This design comes from an exercise in tuning for small area on the open sky130 flow, not from production work.
Only simulation tests tie the RTL to the original design; equivalence was not proved.
No activity file was given, so power comes from the tool's default toggle rates.

Setup of lagoon:
==> flow/design.v (excerpt) <==
module psc_bridge (
  input  wire        clk,
  input  wire        rst,           
  output wire        idle,          
  input  wire        cmd_valid,
  input  wire [7:0]  cmd_data,
  input  wire        cmd_last,
  output wire        cmd_ready,
  input  wire        tick,
  output wire        out_valid,
  output wire [7:0]  out_data,
  output wire        out_last,
  input  wire        out_ready,
  output wire        led,
  input  wire        mode,
  input  wire [31:0] millis,
  input  wire [7:0]  rand_data,
  output wire        rand_req,
  output wire        bus_sel_n,
  output wire        bus_req,
  output wire [7:0]  bus_tx,        
  input  wire        bus_done,
  input  wire [7:0]  bus_rx,        
  input  wire        bus_ack
);
  localparam [2:0] S_IDLE = 3'd0,
                   S_RECV = 3'd1,
                   S_EXEC = 3'd2,
                   S_RAND = 3'd3,
                   S_SEND = 3'd4,
                   S_BUS  = 3'd5;
  localparam [1:0] K_IGN  = 2'd0,    
                   K_HS   = 2'd1,    
                   K_SUB  = 2'd2,    
                   K_POLL = 2'd3;    
  localparam [5:0] HS_BASE  = 6'd60,
                   SUB_BASE = 6'd45;
  function [7:0] rev8;
    input [7:0] b;
    integer k;
    begin
      for (k = 0; k < 8; k = k + 1)
        rev8[k] = b[7-k];
    end
  endfunction
  reg [2:0]  state;
  reg [1:0]  kind;
  reg [5:0]  cnt;         
  reg        enable;
  reg        id_valid;
  reg        led_r;
  reg        dual;        
  reg [47:0] id;          
  reg [2:0]  ph;          
  reg        have;        
  reg [7:0]  s0;          
  reg [7:0]  s1;          
  reg [7:0]  s2;          
  reg [7:0]  s3;          
  reg [7:0]  s4;          
  wire st_idle = (state == S_IDLE);
  wire st_recv = (state == S_RECV);
  wire st_exec = (state == S_EXEC);
  wire st_rand = (state == S_RAND);
  wire st_send = (state == S_SEND);
  wire st_bus  = (state == S_BUS);
  wire is_hs   = (kind == K_HS);
  wire is_sub  = (kind == K_SUB);
  wire is_poll = (kind == K_POLL);
  wire sel01 = (s0 == 8'h01);
  wire sel02 = (s0 == 8'h02);
  wire sel03 = (s0 == 8'h03);
  wire sel04 = (s0 == 8'h04);
  wire sel10 = (s0 == 8'h10);
  wire sel11 = (s0 == 8'h11);
  wire sel12 = (s0 == 8'h12);
  ...
Size in the first run: about 990 cells after synthesis, ~110 flip-flops, about 89 I/O pins.
export LEC_CHECK = 0
export ABC_AREA = 1
export CAP_MARGIN = 20
export CORE_MARGIN = 2
export CORE_UTILIZATION = 40
export CTS_BUF_LIST = sky130_fd_sc_hd__clkbuf_8
export CTS_CLUSTER_SIZE = 30
export SLEW_MARGIN = 20
create_clock -name core_clock -period 10.0 [get_ports {clk}]
standard.sh (not shown) runs the stock make flow with config.mk's settings and CLKGATE_MAP_FILE= SYNTH_SCRIPT=/design/flow/synth_recipe.tcl, a recipe that flattens the netlist after the stock synthesis.
==> flow/flow/run.sh <==
#!/bin/bash
export BUFFER_PORTS_ARGS="-buffer_cell sky130_fd_sc_hd__buf_1"
bash standard.sh > standard.log 2>&1
Setup changes, lagoon to onyx
- swapping sky130_fd_sc_hd__clkbuf_8 for sky130_fd_sc_hd__clkbuf_4 sky130_fd_sc_hd__clkbuf_8 in CTS_BUF_LIST
- clearing CTS_CLUSTER_SIZE, which used to be 30
-- flow/flow/run.sh --
<<< lagoon, line 3
>>> onyx, line 3
export RECOVER_POWER=100
Status | lagoon and onyx | clean except onyx
lagoon → onyx: via count roughly the same, critical path depth fell 3, global-route usage flat, sum of buffers and inverters on the critical path picked up an extra 1.
lagoon → onyx: first-pass GRT wire length held steady, synthesized area held steady.
#### Input delta (maple over onyx)
- CTS_BUF_LIST now sky130_fd_sc_hd__clkbuf_8, was sky130_fd_sc_hd__clkbuf_4 sky130_fd_sc_hd__clkbuf_8
-- flow/flow/run.sh --
<<< onyx, line 2
>>> maple, line 2
# Layout flow: the standard flow (standard.sh: the standard synthesis
# and ORFS steps, unchanged), with one change: the buffers that ORFS puts on
# every input and output port are the smallest buffer cell (buf_1) instead
# of the cell buffer_ports picks by default. The whole output of the flow
# goes to standard.log in this folder; ORFS's per-step logs stay under
# orfs/logs/.
<<< onyx, line 3
export RECOVER_POWER=100
>>> maple, line 9
Findings:
maple ran to completion and came out clean on the timing, DRC and antenna checks. Any difference in global-route usage between maple and onyx is small enough to ignore. Taking onyx as the reference point, the power of maple rises by 0.33%. Summary — layout-stage area growth over the synthesis result, maple relative to onyx: higher, by 0.72 points. Re post-synthesis share of cell area spent on full adders, half adders and majority gates: no difference whatsoever between maple and onyx. On slack of the critical path, the lower figure sits with onyx, not maple. Delta (maple minus onyx): critical path depth picked up an extra 3, biggest cell delay along the critical path climbed 0.03 ns, register-to-register slack went up.
Inputs modified between maple and yarrow:
==> flow/flow/run.sh <==
#!/bin/bash
# Layout flow: the standard flow (standard.sh: the standard synthesis
# and the ORFS steps, unchanged) with two settings changed:
#  - the buffers ORFS puts on every input and output port are the smallest
#    buffer cell (buf_1), not the cell buffer_ports picks by default;
#  - clock tree synthesis uses clkbuf_8 and inserts no dummy loads (its
#    other arguments are ORFS's defaults).
# The whole output of the flow goes to standard.log in this folder; ORFS's
# per-step logs stay under orfs/logs/.
export BUFFER_PORTS_ARGS="-buffer_cell sky130_fd_sc_hd__buf_1"
export CTS_ARGS="-sink_clustering_enable -repair_clock_nets -buf_list sky130_fd_sc_hd__clkbuf_8 -dont_use_dummy_load"
bash standard.sh > standard.log 2>&1
[summary]
- All-layer global routing usage essentially unchanged between yarrow and maple.
- yarrow: via count 0.44% below maple
- As far as routed wire length is concerned, maple and yarrow perform about the same.
- Final critical delay including setup and external delays in yarrow vs maple: down 0.085 ns

psc_bridge, a different RTL version from the one above (not shown whole).
Size in the first run: roughly 930 cells after synthesis, about 110 flip-flops, ~6800 sq um of cells after synthesis.
Settings: LEC_CHECK=0, ABC_AREA=1, CAP_MARGIN=20, CORE_MARGIN=2, CORE_UTILIZATION=40, CTS_BUF_LIST=sky130_fd_sc_hd__clkbuf_8, SLEW_MARGIN=20; clock period 10.0 ns.
==> flow/flow/run.sh <==
#!/bin/bash
# Layout flow: the standard flow (standard.sh: the standard synthesis
# and the ORFS steps, unchanged) with these settings changed:
#  - the buffers ORFS puts on every input and output port are the smallest
#    buffer cell (buf_1), not the cell buffer_ports picks by default;
#  - clock tree synthesis uses clkbuf_8 and inserts no dummy loads (its
#    other arguments are ORFS's defaults);
#  - before the placement repair, gates with positive slack are downsized
#    (flow/recover.tcl, run through ORFS's PRE_RESIZE_TCL hook).
# The whole output of the flow goes to standard.log in this folder; ORFS's
# per-step logs stay under orfs/logs/.
export BUFFER_PORTS_ARGS="-buffer_cell sky130_fd_sc_hd__buf_1"
export CTS_ARGS="-sink_clustering_enable -repair_clock_nets -buf_list sky130_fd_sc_hd__clkbuf_8 -dont_use_dummy_load -sink_clustering_size 30 -sink_clustering_max_diameter 200"
export PRE_RESIZE_TCL="$PWD/flow/recover.tcl"
bash standard.sh > standard.log 2>&1
==> flow/flow/recover.tcl <==
# Before the placement repair: downsize gates with positive slack (power
# recovery also recovers area); repair_design, which runs next, then fixes
# any slew or capacitance the smaller gates leave.
estimate_parasitics -placement
repair_timing -recover_power 100 -verbose
The first run completed without violations.
==> next run, changes <==
==> flow/flow/run.sh (replaced) <==
#!/bin/bash
export BUFFER_PORTS_ARGS="-buffer_cell sky130_fd_sc_hd__buf_1"
export CTS_ARGS="-sink_clustering_enable -repair_clock_nets -buf_list sky130_fd_sc_hd__clkbuf_8 -dont_use_dummy_load"
export PRE_RESIZE_TCL="$PWD/flow/recover.tcl"
bash standard.sh > standard.log 2>&1
The new run completed without violations.
Power does not change.
Global-route usage is unchanged.
Area after synthesis stays the same.
Via count stays the same.
Die area stays the same.
Clock skew does not change.
Final cell count does not change.
Routed wire length does not change.
Critical path depth is unchanged.

== build 7 ==
Starting RTL as in the previous note.
export LEC_CHECK = 0
export ABC_AREA = 1
export CAP_MARGIN = 20
export CORE_MARGIN = 2
export CORE_UTILIZATION = 40
export CTS_BUF_LIST = sky130_fd_sc_hd__clkbuf_8
export SLEW_MARGIN = 20
create_clock -name core_clock -period 10.0 [get_ports {clk}]
==> flow/flow/run.sh <==
#!/bin/bash
# Layout flow: the standard flow (standard.sh: the standard synthesis
# and the ORFS steps, unchanged) with these settings changed:
#  - the buffers ORFS puts on every input and output port are the smallest
#    buffer cell (buf_1), not the cell buffer_ports picks by default;
#  - clock tree synthesis uses clkbuf_8 and inserts no dummy loads (its
#    other arguments are ORFS's defaults);
#  - before the placement repair, gates with positive slack are downsized
#    (flow/recover.tcl, run through ORFS's PRE_RESIZE_TCL hook).
# The whole output of the flow goes to standard.log in this folder; ORFS's
# per-step logs stay under orfs/logs/.
export BUFFER_PORTS_ARGS="-buffer_cell sky130_fd_sc_hd__buf_1"
export CTS_ARGS="-sink_clustering_enable -repair_clock_nets -buf_list sky130_fd_sc_hd__clkbuf_8 -dont_use_dummy_load"
export PRE_RESIZE_TCL="$PWD/flow/recover.tcl"
bash standard.sh > standard.log 2>&1
Scripts as last shown in full above: flow/flow/recover.tcl
Build 7 ran to completion and came out clean on the timing, DRC and antenna checks.
What build 22 does differently from build 7 at the input level:
diff --git a/flow/flow/run.sh b/flow/flow/run.sh
--- a/flow/flow/run.sh
+++ b/flow/flow/run.sh
@@ -12,3 +12,3 @@
 export BUFFER_PORTS_ARGS="-buffer_cell sky130_fd_sc_hd__buf_1"
-export CTS_ARGS="-sink_clustering_enable -repair_clock_nets -buf_list sky130_fd_sc_hd__clkbuf_8 -dont_use_dummy_load"
+export CTS_ARGS="-repair_clock_nets -buf_list sky130_fd_sc_hd__clkbuf_8 -dont_use_dummy_load"
 export PRE_RESIZE_TCL="$PWD/flow/recover.tcl"
==> notes.md <==
Delta (build 22 minus build 7): utilization after layout held; post-route standard cell area excluding fillers held; worst clock skew on the final layout held; net switching component of the power held. Residual antenna-violating net count after detailed routing came out exactly the same in build 7 and build 22. Re post-route clock period utilization: no difference whatsoever between build 22 and build 7. The share of the synthesized area in compound gates (AO/OA/AOI/OAI) on build 7 is in line with that on build 22.
diff inputs: build 22 => build 6
==> flow/flow/run.sh <==
#!/bin/bash
export BUFFER_PORTS_ARGS="-buffer_cell sky130_fd_sc_hd__buf_1"
export CTS_ARGS="-sink_clustering_enable -repair_clock_nets -buf_list sky130_fd_sc_hd__clkbuf_8 -dont_use_dummy_load"
export PRE_RESIZE_TCL="$PWD/flow/downsize.tcl"
bash standard.sh > standard.log 2>&1
==> flow/flow/downsize.tcl (new file) <==
# Runs before the placement repair (ORFS's PRE_RESIZE_TCL hook). Synthesis
# (ABC's upsize step) leaves some gates at a higher drive strength than the
# design needs at its clock period; this gives every combinational gate that
# has a drive-1 variant of the same function that variant. repair_design,
# which runs next in this step, and the timing repairs of the later steps
# size gates up again wherever slew, capacitance or timing needs it.
set dont_use $::env(DONT_USE_CELLS)
set n 0
foreach inst [get_cells *] {
  set master [get_property $inst ref_name]
  if {![regexp {^(sky130_fd_sc_hd__[a-z0-9]+)_([0-9]+)$} $master -> base drive]} { continue }
  if {$drive <= 1} { continue }
  # registers, latches, clock cells, tie and physical cells keep their size
  if {[regexp {__(df|edf|sdf|dl|clk|tap|fill|decap|conb|diode)} $master]} { continue }
  set target ${base}_1
  if {[lsearch -exact $dont_use $target] >= 0} { continue }
  set lc [get_lib_cells -quiet */$target]
  if {[llength $lc] == 0} { continue }
  replace_cell $inst [lindex $lc 0]
  incr n
}
puts "downsize.tcl: $n gates set to drive strength 1"
removed: flow/flow/recover.tcl
Findings:
- For the shortest period the worst path allows, build 6 came in 0.036 ns higher than build 22 did.
- Against build 22, build 6 reports a power share of the combinational group that is lower.
- Diff build 22 -> build 6 | violation count after the first detailed-route iteration | decrease of 7.9%
- Against build 22, the final cell area of build 6 is lower.
diff inputs: build 6 => build 69
diff --git a/flow/flow/run.sh b/flow/flow/run.sh
--- a/flow/flow/run.sh
+++ b/flow/flow/run.sh
@@ -1,2 +1,13 @@
 #!/bin/bash
+# Layout flow: the standard flow (standard.sh: the standard synthesis
+# and the ORFS steps, unchanged) with these settings changed:
+#  - the buffers ORFS puts on every input and output port are the smallest
+#    buffer cell (buf_1), not the cell buffer_ports picks by default;
+#  - clock tree synthesis uses clkbuf_8 and inserts no dummy loads (its
+#    other arguments are ORFS's defaults);
+#  - before the placement repair, combinational gates that synthesis sized
+#    up get drive strength 1 again (flow/downsize.tcl, run through ORFS's
+#    PRE_RESIZE_TCL hook); the repairs that follow size up what needs it.
+# The whole output of the flow goes to standard.log in this folder; ORFS's
+# per-step logs stay under orfs/logs/.
 export BUFFER_PORTS_ARGS="-buffer_cell sky130_fd_sc_hd__buf_1"
Notes after the runs:
- The final critical delay including setup and external delays on build 69 is in line with that on build 6.
- There was hardly any difference in number of max-cap violations between build 6 and build 69.
- Between build 69 and build 6, the difference in logic gate share of total power is negligible.
- Design area: build 6 vs build 69 identical
- Build 69 vs. build 6: synthesized instance count saw little to no change, simple-gate portion of the synthesized area about even, layout buffer count excluding clock buffers stayed essentially flat, switching part of the total power closely matched the old numbers, combined flip-flop and latch cell area ~0 delta.
- Build 6 -> build 69: internal power delta 0, exact match
What build 75 does differently from build 69 at the input level:
==> flow/flow/run.sh <==
#!/bin/bash
export BUFFER_PORTS_ARGS="-buffer_cell sky130_fd_sc_hd__buf_1"
export CTS_ARGS="-sink_clustering_enable -repair_clock_nets -buf_list sky130_fd_sc_hd__clkbuf_8 -dont_use_dummy_load"
export PRE_RESIZE_TCL="$PWD/flow/downsize.tcl"
export POST_FLOORPLAN_TCL="$PWD/flow/restructure.tcl"
bash standard.sh > standard.log 2>&1
==> flow/flow/restructure.tcl (new file) <==
# Runs at the end of the floorplan step (ORFS's POST_FLOORPLAN_TCL hook):
# OpenROAD's restructure re-maps the combinational logic for area with ABC
# (registers are not touched), keeping the cells ORFS marks don't-use out.
set_dont_use $::env(DONT_USE_CELLS)
set tielo_cell [lindex $::env(TIELO_CELL_AND_PORT) 0]
set tiehi_cell [lindex $::env(TIEHI_CELL_AND_PORT) 0]
set tielo_lib [get_name [get_property [lindex [get_lib_cell $tielo_cell] 0] library]]
set tiehi_lib [get_name [get_property [lindex [get_lib_cell $tiehi_cell] 0] library]]
set tielo_port $tielo_lib/$tielo_cell/[lindex $::env(TIELO_CELL_AND_PORT) 1]
set tiehi_port $tiehi_lib/$tiehi_cell/[lindex $::env(TIEHI_CELL_AND_PORT) 1]
set lib [lindex $::env(LIB_FILES) 0]
puts "restructure.tcl: area before [sta::format_area [rsz::design_area] 0]"
restructure -target area -liberty_file $lib -tielo_port $tielo_port -tiehi_port $tiehi_port \
  -work_dir $::env(OBJECTS_DIR) -abc_logfile $::env(LOG_DIR)/2_1_restructure_abc.log
puts "restructure.tcl: area after [sta::format_area [rsz::design_area] 0]"
Results
- Build 75 vs build 69: final-stage net count down
- Diff build 69 and build 75: first-pass iteration count of the detailed router lower in build 69
- Summary of build 75 over build 69: clock power share level; clock-pin slew on the worst setup and hold paths moved down; critical path depth moved up.
- Delay of the slowest critical-path stage for build 75 is higher than for build 69.
- Cmp build 69 and build 75 / number of cells in the design after placement / higher: build 69

-- afterwards: timing with drivers on the ports --
No port has a modelled driver above. Below, the same layouts with a new extraction and two added sets of constraints. Step 1 sets driving cells, clkbuf_16 on the clock port and buf_2 on the other inputs (assumed; they add their load-dependent delay and slew). Step 2 times the ports against the registers' clock, not the clock port: input delays grow and output delays shrink by t, the midpoint of the rising clock arrivals with the driver on. a / b / c = ideal / step 1 / step 2; a / b = the first two.
run | t (ns) | setup slack, ns | worst data-port slew with drivers (ns)
lagoon | 0.404 | 3.946 / 3.910 / 4.314 | 0.05
onyx | 0.402 | 3.891 / 3.856 / 4.258 | 0.05
maple | 0.404 | 3.946 / 3.910 / 4.314 | 0.05
yarrow | 0.387 | 4.031 / 3.997 / 4.384 | 0.05
the first run of note 2 | 0.398 | 4.091 / 4.053 / 4.451 | 0.04
the second run of note 2 | 0.398 | 4.091 / 4.053 / 4.451 | 0.04
build 7 | 0.398 | 4.091 / 4.053 / 4.451 | 0.04
build 22 | 0.398 | 4.091 / 4.053 / 4.451 | 0.04
build 6 | 0.395 | 4.055 / 4.022 / 4.417 | 0.04
build 69 | 0.395 | 4.055 / 4.022 / 4.417 | 0.04
build 75 | 0.383 | 2.117 / 2.085 / 2.467 | 0.03
